This is an optimization exercise on Yosys and OpenROAD, whose aim is small area, not a production implementation.
In this exercise RTL edits were held to simulation tests only and were not proved equivalent to the original.
Power is estimated from default activity; no workload was simulated.

`design/flow/flow/area.abc`:
```
strash; &get -n; &fraig -x; &deepsyn -T 120; &dch -f; &nf -p -R 1000; &put; strash; &get -n; &dch -f; &nf -p -R 1000; &put
```
`design/flow/config.mk`:
```
export PLATFORM = sky130hd
export DESIGN_NAME = mmu_hostport
export DESIGN_NICKNAME = mmu_hostport
export VERILOG_FILES = /design/flow/design.v
export SDC_FILE = /design/flow/constraint.sdc
export NUM_CORES = 4
export LEC_CHECK = 0
export CAP_MARGIN = 20
export CORE_MARGIN = 2
export CORE_UTILIZATION = 65
export GPL_TIMING_DRIVEN = 0
export SLEW_MARGIN = 20
```
`design/flow/design.v`:
```
module mmu_hostport (
    input  wire       clk,
    input  wire       rst,
    input  wire       in_valid,
    input  wire [7:0] in_data,
    output wire       in_ready,
    output wire       out_valid,
    output wire [7:0] out_data,
    input  wire       out_ready
);
    localparam [119:0] DEFAULT_COMPAT = 120'h00001020A020280202B02300A60218;
    localparam [3:0] S_CLR    = 4'd0;
    localparam [3:0] S_IDLE   = 4'd1;
    localparam [3:0] S_ID     = 4'd2;    
    localparam [3:0] S_ACC    = 4'd3;    
    localparam [3:0] S_WAIT   = 4'd4;    
    localparam [3:0] S_HDR    = 4'd5;    
    localparam [3:0] S_FRAME  = 4'd6;    
    localparam [3:0] S_FDEC   = 4'd7;    
    localparam [3:0] S_DEND   = 4'd8;
    localparam [3:0] S_ARG1   = 4'd9;    
    localparam [3:0] S_BSET   = 4'd10;
    localparam [3:0] S_HEX    = 4'd11;
    localparam [3:0] S_COMMIT = 4'd12;
    localparam [3:0] S_STREAM = 4'd13;   
    localparam [3:0] S_SBITS  = 4'd14;   
    reg [3:0]   st;
    reg [1:0]   mode;
    reg [4:0]   idx;
    reg [6:0]   addr;
    reg         bad, kc, vbit, arm;
    reg [7:0]   obuf;
    reg         ov;
    reg [3:0]   p, q;
    reg         flash;
    reg [119:0] cr;     
    reg [119:0] hb;     
    reg [47:0]  ls;     
    wire [3:0] q1 = q + 4'd1;
    wire [7:0] chead, hhead, htail;
    wire [7:0] ctap [0:3];
    wire [2:0] lhead;
    genvar g;
    generate
        for (g = 0; g < 8; g = g + 1) begin : heads
            assign chead[g]   = cr[15*g];
            assign ctap[0][g] = cr[15*g];
            assign ctap[1][g] = cr[15*g + 4];
            assign ctap[2][g] = cr[15*g + 8];
            assign ctap[3][g] = cr[15*g + 12];
            assign hhead[g]   = hb[15*g];
            assign htail[g]   = hb[15*g + 14];
        end
        for (g = 0; g < 3; g = g + 1) begin : lheads
            assign lhead[g] = ls[16*g];
        end
    endgenerate
    reg [6:0] base;
    always @(*) begin
        case (in_data[3:0])
            4'd1:    base = 7'd126;
            4'd2:    base = 7'd12;
            4'd3:    base = 7'd25;
            4'd4:    base = 7'd37;
            4'd5:    base = 7'd48;
            4'd6:    base = 7'd58;
            4'd7:    base = 7'd67;
            4'd8:    base = 7'd75;
            4'd9:    base = 7'd82;
            4'd10:   base = 7'd88;
            4'd11:   base = 7'd93;
            4'd12:   base = 7'd97;
            4'd13:   base = 7'd100;
            4'd14:   base = 7'd102;
            4'd15:   base = 7'd103;
            default: base = 7'd0;
        endcase
    end
    wire [6:0] off = {2'b00, addr[4:0]} + base;
    reg       is_hex;
    reg [3:0] nib;
    always @(*) begin
        is_hex = 1'b1;
        nib    = in_data[3:0];
        if (in_data >= "0" && in_data <= "9")      nib = in_data[3:0];
        else if (in_data >= "A" && in_data <= "F") nib = in_data[3:0] + 4'd9;
        else if (in_data >= "a" && in_data <= "f") nib = in_data[3:0] + 4'd9;
        else                                       is_hex = 1'b0;
    end
    wire       is_flash = !kc && addr[6:5] == 2'd0;
    wire       aligned  = kc ? (p == addr[6:3]) : (is_flash || q1 == addr[3:0]);
    reg        rdval;
    always @(*) begin
        if (kc)                     rdval = chead[addr[2:0]];
        else if (addr[6:5] == 2'd1) rdval = lhead[0];
        else if (addr[6:5] == 2'd2) rdval = lhead[1];
        else if (addr[6:5] == 2'd3) rdval = lhead[2];
        else                        rdval = flash;
    end
    wire set_now = (st == S_ACC) && !bad && mode[0] && aligned;
    reg [1:0] ls_code;
    always @(*) begin
        case (lhead)
            3'b001:  ls_code = 2'd1;
            3'b010:  ls_code = 2'd2;
            3'b100:  ls_code = 2'd3;
            default: ls_code = 2'd0;
        endcase
    end
    wire [3:0] ip1    = idx[3:0] + 4'd1;
    wire       lsbyte = (st == S_FRAME) && mode == 2'd0 && kc && !idx[4] && ip1[3:2] != 2'd0;
    wire       win    = q[3:2] == ip1[1:0];
    wire       lsbit  = in_data[{q[1:0], 1'b1}];
    wire       nbin  = (p == 4'd0) || (htail == 8'hff);
    wire [7:0] ndec  = hhead - {7'd0, nbin};
    wire       nzero = htail == 8'd0 && (ndec == 8'd0 || mode[1]);
    wire [3:0] htgt = 4'd14 - idx[4:1];
    wire [4:0] sdiff   = {1'b0, idx[3:0]} - {1'b0, p};
    wire [3:0] sd      = sdiff[4] ? sdiff[3:0] - 4'd1 : sdiff[3:0];
    wire [7:0] c_byte  = idx[2:0] == 3'd1 ? 8'h10 :
                         ((idx[2:0] == 3'd2 || idx[2:0] == 3'd3) && mode[0]) ? 8'h83 : 8'h00;
    wire can_load = !ov || out_ready;
    reg rdy;
    always @(*) begin
        case (st)
            S_IDLE:  rdy = !ov;
            S_ID:    rdy = 1'b1;
            S_HDR:   rdy = idx[1:0] == 2'd0 || p == {3'd0, idx[1]};
            S_ARG1:  rdy = !mode[1] || p == 4'd0;
            S_FRAME: rdy = p != 4'd0 && (!lsbyte || (win && q[1:0] == 2'd3 && arm));
            S_BSET:  rdy = p == idx[3:0];
            S_HEX:   rdy = p == htgt;
            default: rdy = 1'b0;
        endcase
    end
    assign in_ready  = rdy;
    assign out_valid = ov;
    assign out_data  = obuf;
    wire acc = in_valid && rdy;
    reg [7:0] cw, cd, hw, hd;
    integer j;
    always @(*) begin
        for (j = 0; j < 8; j = j + 1) begin
            cw[j] = 1'b0;
            cd[j] = 1'b0;
            case (st)
                S_CLR: cw[j] = 1'b1;
                S_COMMIT: begin
                    cw[j] = 1'b1;
                    if (mode == 2'd2)      cd[j] = hhead[j];
                    else if (mode == 2'd1) cd[j] = DEFAULT_COMPAT[{p, 3'b000} + j];
                end
                S_BSET: begin
                    cw[j] = acc;
                    cd[j] = in_data[j];
                end
                default: begin
                    cw[j] = set_now && kc && addr[2:0] == j;
                    cd[j] = vbit;
                end
            endcase
            hw[j] = 1'b0;
            hd[j] = in_data[j];
            case (st)
                S_HDR, S_ARG1: hw[j] = acc;
                S_HEX: begin
                    hw[j] = acc && (j >= 4) == !idx[0];
                    hd[j] = nib[j % 4];
                end
                S_FDEC: begin
                    hw[j] = p[3:1] == 3'd0;
                    hd[j] = ndec[j];
                end
                default: ;
            endcase
        end
    end
    reg [2:0] lw;
    reg       ld;
    always @(*) begin
        for (j = 0; j < 3; j = j + 1)
            lw[j] = (st == S_CLR) ||
                    (set_now && !kc && addr[6:5] == j + 1) ||
                    (lsbyte && win && in_valid && ip1[3:2] == j + 1);
        ld = (st == S_CLR) ? 1'b0 : (st == S_ACC) ? vbit : lsbit;
    end
    integer i;
    always @(posedge clk) begin
        for (j = 0; j < 8; j = j + 1) begin
            for (i = 0; i < 14; i = i + 1) begin
                cr[15*j + i] <= cr[15*j + i + 1];
                hb[15*j + i] <= hb[15*j + i + 1];
            end
            cr[15*j + 14] <= cw[j] ? cd[j] : chead[j];
            hb[15*j + 14] <= hw[j] ? hd[j] : hhead[j];
        end
        for (j = 0; j < 3; j = j + 1) begin
            for (i = 0; i < 15; i = i + 1)
                ls[16*j + i] <= ls[16*j + i + 1];
            ls[16*j + 15] <= lw[j] ? ld : lhead[j];
        end
    end
    always @(posedge clk) begin
        if (rst) begin
            st    <= S_CLR;
            idx   <= 5'd0;
            ov    <= 1'b0;
            p     <= 4'd0;
            q     <= 4'd0;
            flash <= 1'b0;
        end else begin
            p <= (p == 4'd14) ? 4'd0 : p + 4'd1;
            q <= q1;
            if (q[1:0] == 2'd0)
                arm <= lsbyte && win && in_valid;
            if (ov && out_ready)
                ov <= 1'b0;
            case (st)
                S_CLR: begin
                    idx <= idx + 5'd1;
                    if (idx == 5'd15)
                        st <= S_IDLE;
                end
                S_IDLE: if (acc) begin
                    idx  <= 5'd0;
                    mode <= 2'd0;
                    case (in_data)
                        8'h01: st <= S_ID;
                        8'h02: begin st <= S_ID; mode <= 2'd1; end
                        8'h03: st <= S_HDR;
                        8'h05: begin st <= S_HDR; mode <= 2'd1; idx <= 5'd1; end
                        8'h04: st <= S_ARG1;
                        8'h20: begin st <= S_ARG1; mode <= 2'd1; end
                        8'h12: begin st <= S_ARG1; mode <= 2'd2; end
                        8'h10: st <= S_BSET;
                        8'h11: begin st <= S_STREAM; idx <= 5'd3; end
                        8'h13: st <= S_COMMIT;
                        8'h14: begin st <= S_COMMIT; mode <= 2'd1; end
                        default: begin obuf <= 8'h02; ov <= 1'b1; end
                    endcase
                end
                S_ID: if (acc) begin
                    idx <= idx + 5'd1;
                    case (idx[2:0])
                        3'd0: begin
                            kc  <= in_data == 8'd1;
                            bad <= !(in_data == 8'd1 || in_data == 8'd3);
                        end
                        3'd1: bad <= bad || in_data != 8'd0;
                        3'd2: begin
                            addr[4:0] <= in_data[4:0];
                            bad <= bad || in_data > 8'd16;
                        end
                        3'd3: begin
                            if (kc) begin
                                addr <= off;
                                bad  <= bad || in_data[7:4] != 4'd0 || in_data == 8'd0 ||
                                        in_data[4:0] >= addr[4:0];
                            end else begin
                                addr[6:5] <= in_data[1:0];
                                bad <= bad || in_data > 8'd3 ||
                                       ((in_data == 8'd0) != (addr[4:0] == 5'd0));
                            end
                            if (!mode[0]) st <= S_ACC;
                        end
                        3'd4: begin
                            vbit <= in_data[0];
                            bad  <= bad || in_data > 8'd1;
                        end
                        default: begin
                            bad <= bad || in_data != 8'd0;
                            st  <= S_ACC;
                        end
                    endcase
                end
                S_ACC: begin
                    if (bad) begin
                        obuf <= 8'h02; ov <= 1'b1; st <= S_IDLE;
                    end else if (!mode[0]) begin
                        obuf <= 8'h00; ov <= 1'b1; st <= S_WAIT;
                    end else if (aligned) begin
                        if (is_flash) flash <= vbit;
                        obuf <= 8'h00; ov <= 1'b1; st <= S_IDLE;
                    end
                end
                S_WAIT: if (aligned && can_load) begin
                    obuf <= mode[0] ? {6'd0, ls_code} : {7'd0, rdval};
                    ov <= 1'b1; st <= S_IDLE;
                end
                S_HDR: if (acc) begin
                    idx <= idx + 5'd1;
                    case (idx[1:0])
                        2'd0: begin
                            bad <= !(in_data == 8'd0 || in_data == 8'd1 || in_data == 8'd3);
                            kc  <= in_data == 8'd0;
                        end
                        2'd1: ;
                        default: begin
                            idx  <= 5'd0;
                            vbit <= 1'b0;
                            kc   <= kc && !bad && (in_data != 8'd0 || htail[7:4] != 4'd0);
                            st   <= S_FRAME;
                            if (mode[0]) begin
                                if (in_data == 8'd0 && htail == 8'd0) begin
                                    obuf <= 8'h03; ov <= 1'b1; st <= S_IDLE;
                                end
                            end else begin
                                if (bad)
                                    obuf <= 8'h02;
                                else if (in_data == 8'd0 && htail < 8'd3)
                                    obuf <= 8'h03;
                                else if (kc && in_data == 8'd0 && htail[7:4] == 4'd0)
                                    obuf <= 8'h04;
                                else
                                    obuf <= 8'h00;
                                if (in_data == 8'd0 && htail == 8'd0) begin
                                    ov <= 1'b1; st <= S_IDLE;
                                end
                            end
                        end
                    endcase
                end
                S_FRAME: if (acc) begin
                    if (!idx[4]) idx <= idx + 5'd1;
                    if (mode[0] && idx == 5'd2) vbit <= in_data == 8'h03;
                    if (mode == 2'd0 && kc && idx == 5'd15) flash <= in_data[7];
                    st <= S_FDEC;
                end
                S_FDEC: if (p == 4'd1) st <= nzero ? S_DEND : S_FRAME;
                S_DEND: begin
                    st <= S_IDLE;
                    ov <= 1'b1;
                    if (mode[1])     obuf <= 8'h01;
                    else if (mode[0]) begin
                        if (idx < 5'd3)  obuf <= 8'h03;
                        else if (vbit) begin
                            ov <= 1'b0; idx <= 5'd0; st <= S_STREAM;
                        end else         obuf <= 8'h05;
                    end
                end
                S_ARG1: if (acc) begin
                    case (mode)
                        2'd0: begin      
                            if (in_data == 8'h83) begin
                                idx <= 5'd0; mode <= 2'd1; st <= S_STREAM;
                            end else begin
                                obuf <= 8'h02; ov <= 1'b1; st <= S_IDLE;
                            end
                        end
                        2'd1: begin      
                            addr[3:0] <= in_data[3:0];
                            kc   <= 1'b0;
                            addr[6:5] <= 2'd1;
                            obuf <= 8'h00; ov <= 1'b1; st <= S_WAIT;
                            if (in_data == 8'd0 || in_data > 8'd16) begin
                                obuf <= 8'h02; st <= S_IDLE;
                            end
                        end
                        default: begin   
                            idx <= 5'd0;
                            st  <= (in_data == 8'd30) ? S_HEX : S_FRAME;
                            if (in_data == 8'd0) begin
                                obuf <= 8'h01; ov <= 1'b1; st <= S_IDLE;
                            end
                        end
                    endcase
                end
                S_BSET: if (acc) begin
                    idx <= idx + 5'd1;
                    if (idx == 5'd14) begin
                        obuf <= 8'h00; ov <= 1'b1; st <= S_IDLE;
                    end
                end
                S_HEX: if (acc) begin
                    idx <= idx + 5'd1;
                    bad <= (idx != 5'd0 && bad) || !is_hex;
                    if (idx == 5'd29) begin
                        if (bad || !is_hex) begin
                            obuf <= 8'h01; ov <= 1'b1; st <= S_IDLE;
                        end else begin
                            idx <= 5'd0; st <= S_COMMIT;
                        end
                    end
                end
                S_COMMIT: begin
                    idx <= idx + 5'd1;
                    if (idx == 5'd14) begin
                        obuf <= 8'h00; ov <= 1'b1; st <= S_IDLE;
                    end
                end
                S_STREAM: if (can_load) begin
                    obuf <= c_byte; ov <= 1'b1;
                    idx  <= idx + 5'd1;
                    if (idx[2:0] == 3'd3) begin
                        idx <= 5'd0; st <= S_SBITS;
                    end
                    if (idx[3]) st <= S_IDLE;
                end
                S_SBITS: if (can_load && sd[1:0] == 2'd0) begin
                    obuf <= ctap[sd[3:2]]; ov <= 1'b1;
                    idx  <= idx + 5'd1;
                    if (idx[3:0] == 4'd14) begin
                        idx <= 5'd4;
                        st  <= mode[0] ? S_STREAM : S_IDLE;
                    end
                end
                default: st <= S_IDLE;
            endcase
        end
    end
endmodule
```
`design/flow/flow/run.sh`:
```
#!/bin/bash
# Layout flow: the standard ORFS flow (standard.sh) with
#  - synthesis: the standard synthesis script, but ABC maps (after &deepsyn, time-bounded, then two &nf rounds) with the
#    area-oriented script flow/area.abc and adders are left to ABC instead
#    of being extracted into half/full-adder cells (registers unchanged);
#  - CTS without dummy loads, with the buffers and clustering below;
#  - port buffers of the smallest buffer cell.
# Every tool's output goes to a log file in this folder.
set -euo pipefail
W=$PWD
cat > "$W/own_synth.tcl" <<TCL
proc extract_fa {args} { puts "own flow: extract_fa skipped" }
proc abc {args} {
  set i [lsearch -exact \$args -script]
  if {\$i >= 0} { set args [lreplace \$args [expr {\$i+1}] [expr {\$i+1}] $W/flow/area.abc] }
  puts "own flow: abc \$args"
  yosys abc {*}\$args
}
source $W/synth_recipe.tcl
TCL
CTS="-sink_clustering_enable -repair_clock_nets -dont_use_dummy_load"
CTS="$CTS -buf_list {sky130_fd_sc_hd__clkbuf_16}"
CTS="$CTS -sink_clustering_size 30 -sink_clustering_max_diameter 80"
bash standard.sh "SYNTH_SCRIPT=$W/own_synth.tcl" "CTS_ARGS=$CTS" \
  "BUFFER_PORTS_ARGS=-buffer_cell sky130_fd_sc_hd__buf_1" finish > "$W/own_flow.log" 2>&1
```
`design/flow/constraint.sdc`:
```
create_clock -name core_clock -period 10.0 [get_ports {clk}]
set_input_delay 2.0000 -clock core_clock [delete_from_list [all_inputs] [get_ports {clk}]]
set_output_delay 2.0000 -clock core_clock [all_outputs]
set_load 0.01 [all_outputs]
```
`design/flow/standard.sh`:
```
#!/bin/bash
# synth_recipe.tcl (not shown) runs the flow's synth.tcl, then flattens the netlist and writes it again
# the make line also repeats each setting of config.mk as NAME=value (left out here)
make -C /OpenROAD-flow-scripts/flow DESIGN_CONFIG=/design/flow/config.mk WORK_HOME=/design/flow/orfs CLKGATE_MAP_FILE= SYNTH_SCRIPT=/design/flow/synth_recipe.tcl "${@:-finish}"
```
==> results of run 1 <==
==> flip-flops by register name, summed over array words and instances (netlist names), 4 cells and up <==
signal	cells
ls	48
st	4
obuf	8
p	4
q	4
idx	5
hb	120
cr	120
addr	7
==> metrics by stage <==
stage          instance area (µm²)  hold slack, ns  setup WS, ns
4_1_cts                      10840          0.3032         4.095
3_5_place_dp                 10470          0.3121         4.014
6_report                     10840          0.2998         3.859
2_1_floorplan                10150          0.3096         5.578
5_1_grt                      10840          0.3075         3.849
3_3_place_gp                 10460          0.3098         3.966
==> worst max-delay path by stage <==
stage / slack (ns) / end / start
2_1_floorplan: 5.58 / obuf[0] / in_data[5]
3_3_place_gp: 3.97 / obuf[2] / in_data[2]
3_5_place_dp: 4.01 / idx[1] / in_data[0]
4_1_cts: 4.09 / in_ready / st[1]
5_1_grt: 3.85 / in_ready / st[1]
6_report: 3.86 / in_ready / st[1]
==> worst max-delay path: cells and delay by family (launching register included) <==
kind / cells / cell delay (ns)
buffers and inverters: 1 / 0.19
AND/OR/NAND/NOR: 8 / 2.48
flip-flops: 1 / 0.99
==> cell families (layout without fill, tap and decap cells) <==
kind of cell	count (synthesis)	in the layout	synth area share (%)
simple gates	339	339	15.57
flops	328	328	66.77
compound gates	227	227	13.97
buf+inv	25	61	0.9247
xor+xnor	21	21	1.812
mux	7	7	0.9493
==> layout by cell type (no fill, tap or decap), types with 6 or more instances in the layout <==
cell type,synthesis,routed
buf_1,0,20
o21ai_0,69,68
clkinv_1,25,25
nor2_1,101,101
clkbuf_16,0,15
nand4_1,13,13
a21oi_1,51,50
dfxtp_1,307,307
nor3_1,29,29
or3_1,7,7
nand3_1,28,28
nor2b_1,10,10
a31oi_1,12,12
nand2_1,96,96
o31ai_1,6,6
and2_0,7,7
a22oi_1,8,8
o22ai_1,17,17
xnor2_1,16,16
nand2b_1,16,16
o221ai_1,9,9
o211ai_1,8,8
a211oi_1,10,10
nor4_1,10,10
edfxtp_1,21,21
==> cell type report <==
cell class	instances	area, µm²	area share, %
Clock buffer	15	375.4	3.462
Inverter	25	93.84	0.8655
Tap cell	188	235.2	2.169
Sequential cell	328	6777	62.50
Timing Repair Buffer	21	80.08	0.7385
Multi-Input combinational cell	594	3282	30.27
==> layer usage <==
metal	wire length (µm)	share of wire [%]	vias up	GRT usage (%)
li1	-	-	3455	-
met1	11200	38	3745	47.27
met2	13250	44	659	57.92
met3	3428	11	192	8.773
met4	1981	6.6	0	17.97
met5	0	0	-	0
==> power groups by stage <==
| stage | Combinational, µW | Sequential, µW | Clock (µW) |
|---|---|---|---|
| 3_3_place_gp | 517 | 1690 | 0 |
| 2_1_floorplan | 364 | 1640 | 0 |
| 3_5_place_dp | 553 | 1700 | 0 |
| 4_1_cts | 575 | 1690 | 653 |
| 6_report | 604 | 1700 | 652 |
| 5_1_grt | 636 | 1710 | 696 |
==> flow_summary.toml, run 1 <==
[route]
routed_wirelength_mm = 29.87
drtIter0Drc = 1472
wire_per_inst_um = 25.50
num_vias = 8051
drt-pass1-iter-count = 9
via_per_inst = 6.875
drc = 0
postRouteAntennaNets = 0

[power_and_ir_drop]
combPwrFrac_pct = 20.5
netSwitchingFraction_pct = 32.78
internal_power_uw = 1985
peakVddDrop_v = 0.0001767
power_frac_clock_pct = 22.1
p_leak_uw = 0.003946
p_sw_uw = 967.7
powerDensity_mw_per_mm2 = 272.3
pwr-share-seq_pct = 57.4
p_total_uw = 2952

[worst_hold_path]
min_to = "hb[97]"
hold_class = "reg2reg"
holdCritStartpoint = "hb[98]"
hold_depth = 0

[worst_setup_path]
cp-start-kind = "flop"
ff2ff_setup_slack_ns = 4.76
arrival_ns = 4.14
slowest_delay_ns = 0.99
worstPathRequired_ns = 8.00
crit_type = "reg2out"
path_cells = "nor2b_1, nand2_1, nor2_1, nand3_1, nor3_1, nand2_1, nand3_1, nand3_1, buf_1"
slowest_stage = "dfxtp_1"
worst_r2r_startpoint = "st[1]"
worstSetupEndpointType = "primary output"
rr_worst_depth = 12
crit_fanout = 24
r2r_end = "cr[119]"
cp_common_cell = "nand3_1"

[cts]
holdBufCountCts = 0
cts_root_buffer = "clkbuf_16"
cts_post_setup_buffers_inserted = 0
clk_latency_ns = 0.51
clk_pin_slew_ns = 0.11
cts-buffers-inserted = 15
clock-sinks = 328
clockBufferDepth = 3
cts_resized = 0
cts_tree = "yes"
h-tree-depth = 1

[grt]
grt_usage_pct = 36.52
grt_max_degree = 31
grt_pass1_vias = 8017
antenna_found_initial = 1
grt_first_pass_wirelength_mm = 46.03
gr-total-overflow = 0

[yosys]
synth_top_area_share_pct = 60.56
avgSynthCellArea_um2 = 10.72
syn_inst = 947
yosysWarnings = 1
yosys-top-cells-area = "dfxtp_1, edfxtp_1, nor2_1"
synth_ff_type = "dfxtp_1"
synthArstFlopShare_pct = 0
netlist_area_mm2 = 0.01015
yosys_register_bits = 328
synth_cell_types = 51
ys_seq_area_share_pct = 66.77
synthTopCellsByCount = "dfxtp_1, nor2_1, nand2_1"
yosysMostFrequentCell = "dfxtp_1"
synth-edff-count = 21
yosysTopAreaCell = "dfxtp_1"
syn-num-nets = 959

[sta]
rsz0062_at_grt = "false"
worstMarginPinSlew_ns = 1.162
fin_crit_ns = 6.141
fmax_mhz = 162.8
finClkSkew_ns = 0.03712
final_hold_viol_count = 0
min_period_over_period_pct = 61.41
setup_viol = 0
relSlewSlack_pct = 22.56
tns_ns = 0
slew_viol_final = 0

[floorplan]
start_util_pct = 66.76
die_h_um = 129.0
dieWidth_um = 129.0
die_area_mm2 = 0.01663
core_mm2 = 0.01520
fp-row-count = 45
io_pins = 22

[cells_and_area]
drive_gt1_share_pct = 1.933
diodes = 0
final_core_util_pct = 71.33
fill_cells = 1036
area_growth_pct = 6.843
final_cells = 1171
final_nets = 997

[outcome]
status = "timing/DRC/antenna clean"

[run]
cap_violations = 0

[placement]
place.gp.congestion = 0.9862
place_hpwl_mm = 20.18
dp_cells = 1156
port_buffers = 21
==> inputs of run 2 (changes only) <==
--- a/design/flow/flow/run.sh
+++ b/design/flow/flow/run.sh
@@ -19,7 +19,7 @@
 source $W/synth_recipe.tcl
 TCL
 CTS="-sink_clustering_enable -repair_clock_nets -dont_use_dummy_load"
-CTS="$CTS -buf_list {sky130_fd_sc_hd__clkbuf_16}"
+CTS="$CTS -buf_list {sky130_fd_sc_hd__clkbuf_16} -root_buf sky130_fd_sc_hd__clkbuf_8"
 CTS="$CTS -sink_clustering_size 30 -sink_clustering_max_diameter 80"
 bash standard.sh "SYNTH_SCRIPT=$W/own_synth.tcl" "CTS_ARGS=$CTS" \
   "BUFFER_PORTS_ARGS=-buffer_cell sky130_fd_sc_hd__buf_1" finish > "$W/own_flow.log" 2>&1
==> run 2 against run 1 <==
  * Core utilization fell by 0.15 points
  * First-iteration DRC count fell by 0.41%
  * Non-clock buffer count rose by 1
  * Largest cell class unchanged
  * Highest routed layer unchanged
==> flow_summary.toml, run 2 <==
[yosys]
yosysTopAreaCell = "dfxtp_1"
synth_top_area_share_pct = 60.56
yosys_register_bits = 328
synth_ff_type = "dfxtp_1"
synthArstFlopShare_pct = 0
syn-num-nets = 959
syn_inst = 947
ys_seq_area_share_pct = 66.77
avgSynthCellArea_um2 = 10.72
synthTopCellsByCount = "dfxtp_1, nor2_1, nand2_1"
yosysMostFrequentCell = "dfxtp_1"
yosysWarnings = 1
yosys-top-cells-area = "dfxtp_1, edfxtp_1, nor2_1"
synth_cell_types = 51
netlist_area_mm2 = 0.01015
synth-edff-count = 21

[placement]
place.gp.congestion = 0.9862
place_hpwl_mm = 20.18
port_buffers = 21

[floorplan]
dieWidth_um = 129.0
io_pins = 22
start_util_pct = 66.76
die_h_um = 129.0
die_area_mm2 = 0.01663
fp-row-count = 45
core_mm2 = 0.01520

[cts]
clk_latency_ns = 0.56
clock-sinks = 328
cts-buffers-inserted = 15
cts_resized = 0
h-tree-depth = 1
holdBufCountCts = 0
clk_pin_slew_ns = 0.11
cts_tree = "yes"
clockBufferDepth = 3
cts_post_setup_buffers_inserted = 0
cts_root_buffer = "clkbuf_8"

[sta]
worstMarginPinSlew_ns = 1.097
finClkSkew_ns = 0.04416
setup_viol = 0
fmax_mhz = 161.9
fin_crit_ns = 6.178
rsz0062_at_grt = "false"
min_period_over_period_pct = 61.78
relSlewSlack_pct = 26.21
whs_ns = 0.3009
final_hold_viol_count = 0
tns_ns = 0
slew_viol_final = 0

[route]
dr_wl_met2_mm = 13.06
postRouteAntennaNets = 0
routed_wirelength_mm = 29.34
met1_length_mm = 11.03
routed.top_layer = "met4"
wire_per_inst_um = 25.04
dr_wl_met3_mm = 3.331
drtIter0Drc = 1466
via_per_inst = 6.850
drt-pass1-iter-count = 9
drc = 0
num_vias = 8028

[grt]
grt_max_degree = 31
grt_pass1_vias = 7963
grt_usage_pct = 36.18
antenna_found_initial = 1
grt_first_pass_wirelength_mm = 45.60
gr-total-overflow = 0

[outcome]
status = "timing/DRC/antenna clean"

[worst_hold_path]
min_to = "hb[97]"
hold_depth = 0
hold_class = "reg2reg"
holdCritStartpoint = "hb[98]"

[power_and_ir_drop]
peakVddDrop_v = 0.0001760
powerDensity_mw_per_mm2 = 268.1
p_leak_uw = 0.003937

[worst_setup_path]
arrival_ns = 4.18
worstPathRequired_ns = 8.00
worst_r2r_startpoint = "idx[2]"
crit_type = "reg2out"
cp-start-kind = "flop"
worstSetupEndpointType = "primary output"
ff2ff_setup_slack_ns = 4.77
r2r_end = "obuf[7]"
crit_fanout = 24
rr_worst_depth = 14

[cells_and_area]
area_growth_pct = 6.621
reg_top3 = "cr: 120 flops, hb: 120 flops, ls: 48 flops"
drive_gt1_share_pct = 2.033
final_nets = 998
diodes = 0
final_common_cell = "dfxtp_1"
layout_common_cells = "dfxtp_1, nor2_1, nand2_1"

[run]
cap_violations = 0
## run 2: cell families (layout without fill, tap and decap cells)
family	count (synthesis)	in the layout	share of synthesized area, %
buffers and inverters	25	62	0.9247
flip-flops	328	328	66.77
multiplexers	7	7	0.9493
AO/OA/AOI/OAI	227	227	13.97
XOR/XNOR	21	21	1.812
AND/OR/NAND/NOR	339	339	15.57
## run 2: worst max-delay path by stage
stage | to | start
CTS | in_ready | st[1]
detailed placement | idx[1] | in_data[0]
global placement | obuf[2] | in_data[2]
global route | in_ready | st[1]
floorplan | obuf[0] | in_data[5]
finish | in_ready | st[1]
## run 2: layer usage
layer | GRT usage (%) | vias to the layer above
met2 | 56.83 | 646
met3 | 8.233 | 190
met4 | 18.54 | 0
met1 | 47.29 | 3732
li1 | - | 3460
met5 | 0 | -
## run 2: area by class of cell
class / instances / area [µm²]
tap: 188 / 235.2
inverter: 25 / 93.84
multi-input combinational: 594 / 3282
fill: 1039 / 4382
sequential: 328 / 6777
clock buffer: 15 / 341.6
timing repair buffer: 22 / 91.34
## run 2: per-stage QoR
step / cell area [µm²] / util (%) / instances / total power, µW / setup slack, ns
after detailed placement: 10470 / 68.85 / 1156 / 2256 / 4.014
final: 10820 / 71.18 / 1172 / 2901 / 3.822
after global placement: 10460 / 68.82 / 1156 / 2203 / 3.966
after floorplan: 10150 / - / 947 / 2003 / 5.578
after CTS: 10810 / 71.09 / 1171 / 2869 / 4.050
after global routing: 10820 / 71.18 / 1172 / 2997 / 3.826
## run 2: worst max-delay path, stage by stage (launching register included)
cell and delay, ns:
dfxtp_1 0.99, nor2b_1 0.79, nand2_1 0.29, nor2_1 0.52, nand3_1 0.18, nor3_1 0.30, nand2_1 0.09, nand3_1 0.08
nand3_1 0.21, buf_1 0.19
## run 2: power breakdown
group | switching [µW] | internal [µW] | total [µW]
combinational | 421 | 174 | 596
sequential | 152 | 1540 | 1690
clock | 371 | 244 | 615
==> inputs of run 3 (changes only) <==
--- a/design/flow/config.mk
+++ b/design/flow/config.mk
@@ -7,6 +7,6 @@
 export LEC_CHECK = 0
 export CAP_MARGIN = 20
 export CORE_MARGIN = 2
-export CORE_UTILIZATION = 65
+export CORE_UTILIZATION = 72
 export GPL_TIMING_DRIVEN = 0
 export SLEW_MARGIN = 20
==> run 3 against run 2 <==
  * Combinational power is essentially flat
  * Fmax fell by 3.0%
  * Final cell count is 0.68% lower
  * Sequential power about the same
  * Critical path depth did not move
  * Critical endpoint unchanged
  * Highest routed layer unchanged
==> flow_summary.toml, run 3 <==
[outcome]
status = "timing/DRC/antenna clean"

[worst_setup_path]
cp_top_family = "simple AND/OR/NAND/NOR gates"
arrival_ns = 4.37
slowest_stage = "dfxtp_1"
worstSetupEndpointType = "primary output"
slowest_delay_ns = 1.02
cp-start-kind = "flop"
crit_fanout = 24
path_cells = "nor2b_1, nand2_1, nor2_1, nand3_1, nor3_1, nand2_1, nand3_1, nand3_1, buf_1"
crit_type = "reg2out"
cp_num_buf_inv = 1
cp_common_cell = "nand3_1"
worstPathRequired_ns = 8.00

[power_and_ir_drop]
peakVddDrop_v = 0.0001782
p_total_uw = 2906
p_leak_uw = 0.003935
powerDensity_mw_per_mm2 = 269.0

[worst_hold_path]
hold_class = "reg2reg"

[cts]
clk_pin_slew_ns = 0.10
cts_post_setup_buffers_inserted = 0
cts_root_buffer = "clkbuf_8"
cts_tree = "yes"
clock-sinks = 328
cts-buffers-inserted = 15
h-tree-depth = 1
clk_latency_ns = 0.57
clockBufferDepth = 3
holdBufCountCts = 0
cts_resized = 0

[route]
routed_wirelength_mm = 30.02
drc = 0
num_vias = 8245
via_per_inst = 7.083
postRouteAntennaNets = 0
drtIter0Drc = 1599
wire_per_inst_um = 25.79
drt-pass1-iter-count = 12

[sta]
setup_viol = 0
relSlewSlack_pct = 23.59
whs_ns = 0.2955
rsz0062_at_grt = "false"
fin_crit_ns = 6.370
tns_ns = 0
fmax_mhz = 157.0
final_hold_viol_count = 0
worstMarginPinSlew_ns = 1.136
slew_viol_final = 0
finClkSkew_ns = 0.08254
min_period_over_period_pct = 63.70

[floorplan]
fp-row-count = 43
die_area_mm2 = 0.01506
io_pins = 22
die_h_um = 122.7
core_mm2 = 0.01383
dieWidth_um = 122.7
start_util_pct = 73.40

[yosys]
synth_ff_type = "dfxtp_1"
syn_inst = 947
yosys_register_bits = 328
yosys-top-cells-area = "dfxtp_1, edfxtp_1, nor2_1"
synth-edff-count = 21
synth_top_area_share_pct = 60.56
synth_cell_types = 51
yosysMostFrequentCell = "dfxtp_1"
ys_seq_area_share_pct = 66.77
synthTopCellsByCount = "dfxtp_1, nor2_1, nand2_1"
synthArstFlopShare_pct = 0
yosysTopAreaCell = "dfxtp_1"
netlist_area_mm2 = 0.01015
yosysWarnings = 1
avgSynthCellArea_um2 = 10.72
syn-num-nets = 959

[placement]
place.gp.congestion = 0.9859
port_buffers = 21
place_hpwl_mm = 20.47

[run]
cap_violations = 0

[cells_and_area]
layout_common_cells = "dfxtp_1, nor2_1, nand2_1"
diodes = 0
area_growth_pct = 6.485
drive_gt1_share_pct = 2.033
final_common_cell = "dfxtp_1"
reg_top3 = "cr: 120 flops, hb: 120 flops, ls: 48 flops"
final_nets = 998

[grt]
gr-total-overflow = 0
grt_usage_pct = 40.09
grt_first_pass_wirelength_mm = 45.50
grt_pass1_vias = 8009
grt_max_degree = 31
antenna_found_initial = 0
-- run 3: cell counts after synthesis --
Identical to the previous run, type by type.
-- run 3: layer usage --
| layer | wire (µm) | GRT usage, % |
|---|---|---|
| met1 | 10660 | 50.26 |
| met2 | 13020 | 60.50 |
| met3 | 3954 | 11.66 |
| met4 | 2387 | 26.01 |
| met5 | 0 | 0 |
-- run 3: worst reg2reg max path, delay by kind of cell (launching register included) --
family           cells  cell delay, ns
AND/OR/NAND/NOR      8            3.06
AO/OA/AOI/OAI        3            1.27
flip-flops           1            1.02
-- run 3: final cells by class --
class	instances	area, µm²
flip-flops and latches	328	6777
multi-input cells	594	3282
fillers	788	3020
clock buffers	15	341.6
well taps	180	225.2
inverters	25	93.84
repair buffers	22	87.58
-- run 3: path summary, 6_finish.rpt --
check / startpoint / end / slack [ns] / cells past startpoint
setup reg to reg: st[1] / idx[1] / 4.59 / 11
hold / removal: hb[31] / hb[30] / 0.30 / 0
hold reg to reg: hb[31] / hb[30] / 0.30 / 0
setup / recovery: st[1] / in_ready / 3.63 / 9
-- run 3: logic make-up (layout without fill, tap and decap cells) --
kind of cell | Yosys count | count (layout) | share of synthesized area (%)
AOI/OAI and AO/OA | 227 | 227 | 13.97
buffers and inverters | 25 | 62 | 0.9247
DFF | 328 | 328 | 66.77
and+or+nand+nor | 339 | 339 | 15.57
muxes | 7 | 7 | 0.9493
xor gates and xnor gates | 21 | 21 | 1.812
-- run 3: where the power goes --
part	internal, µW	switching, µW	total (µW)	leakage (µW)
Clock	243	371	614	0.000169
Combinational	178	418	596	0.00107
Sequential	1540	158	1700	0.00270
Total	1960	946	2910	0.00393
-- run 3: metrics by stage --
stage	instance area (µm²)	utilization, %	worst slack, ns	instances
after floorplan	10150	-	5.578	947
after global placement	10450	75.60	4.024	1148
after detailed placement	10460	75.62	3.959	1148
after CTS	10800	78.09	3.951	1163
after global routing	10810	78.16	3.592	1164
final	10810	78.16	3.630	1164

## afterwards: timing with drivers on the ports
The flow's constraints put no driver on any port. The routed layouts listed below were extracted and timed again, unchanged, in two steps. Step 1 sets driving cells, clkbuf_16 on the clock port and buf_2 on the other inputs (assumed; they add their load-dependent delay and slew). Step 2, shift: input delay + t, output delay - t, t = (earliest + latest rising clock arrival at the registers) / 2. This alone moves slack from input paths to output paths. a / b / c = no drivers / after step 1 / after step 2; a / b = the first two.
run	shift t [ns]	setup WS [ns]	slew at the worst register clock pin (ns)	cell pins on the clock port's net
run 1	0.526	3.859 / 3.817 / 3.636	0.11 / 0.11	1
run 2	0.572	3.822 / 3.782 / 3.724	0.11 / 0.11	1
run 3	0.570	3.630 / 3.594 / 3.603	0.11 / 0.11	1
After both steps setup and hold are still met in every run listed. The setup slack of run 1, which loses most, moves by -0.042 ns with the drivers and by -0.223 ns with both steps.
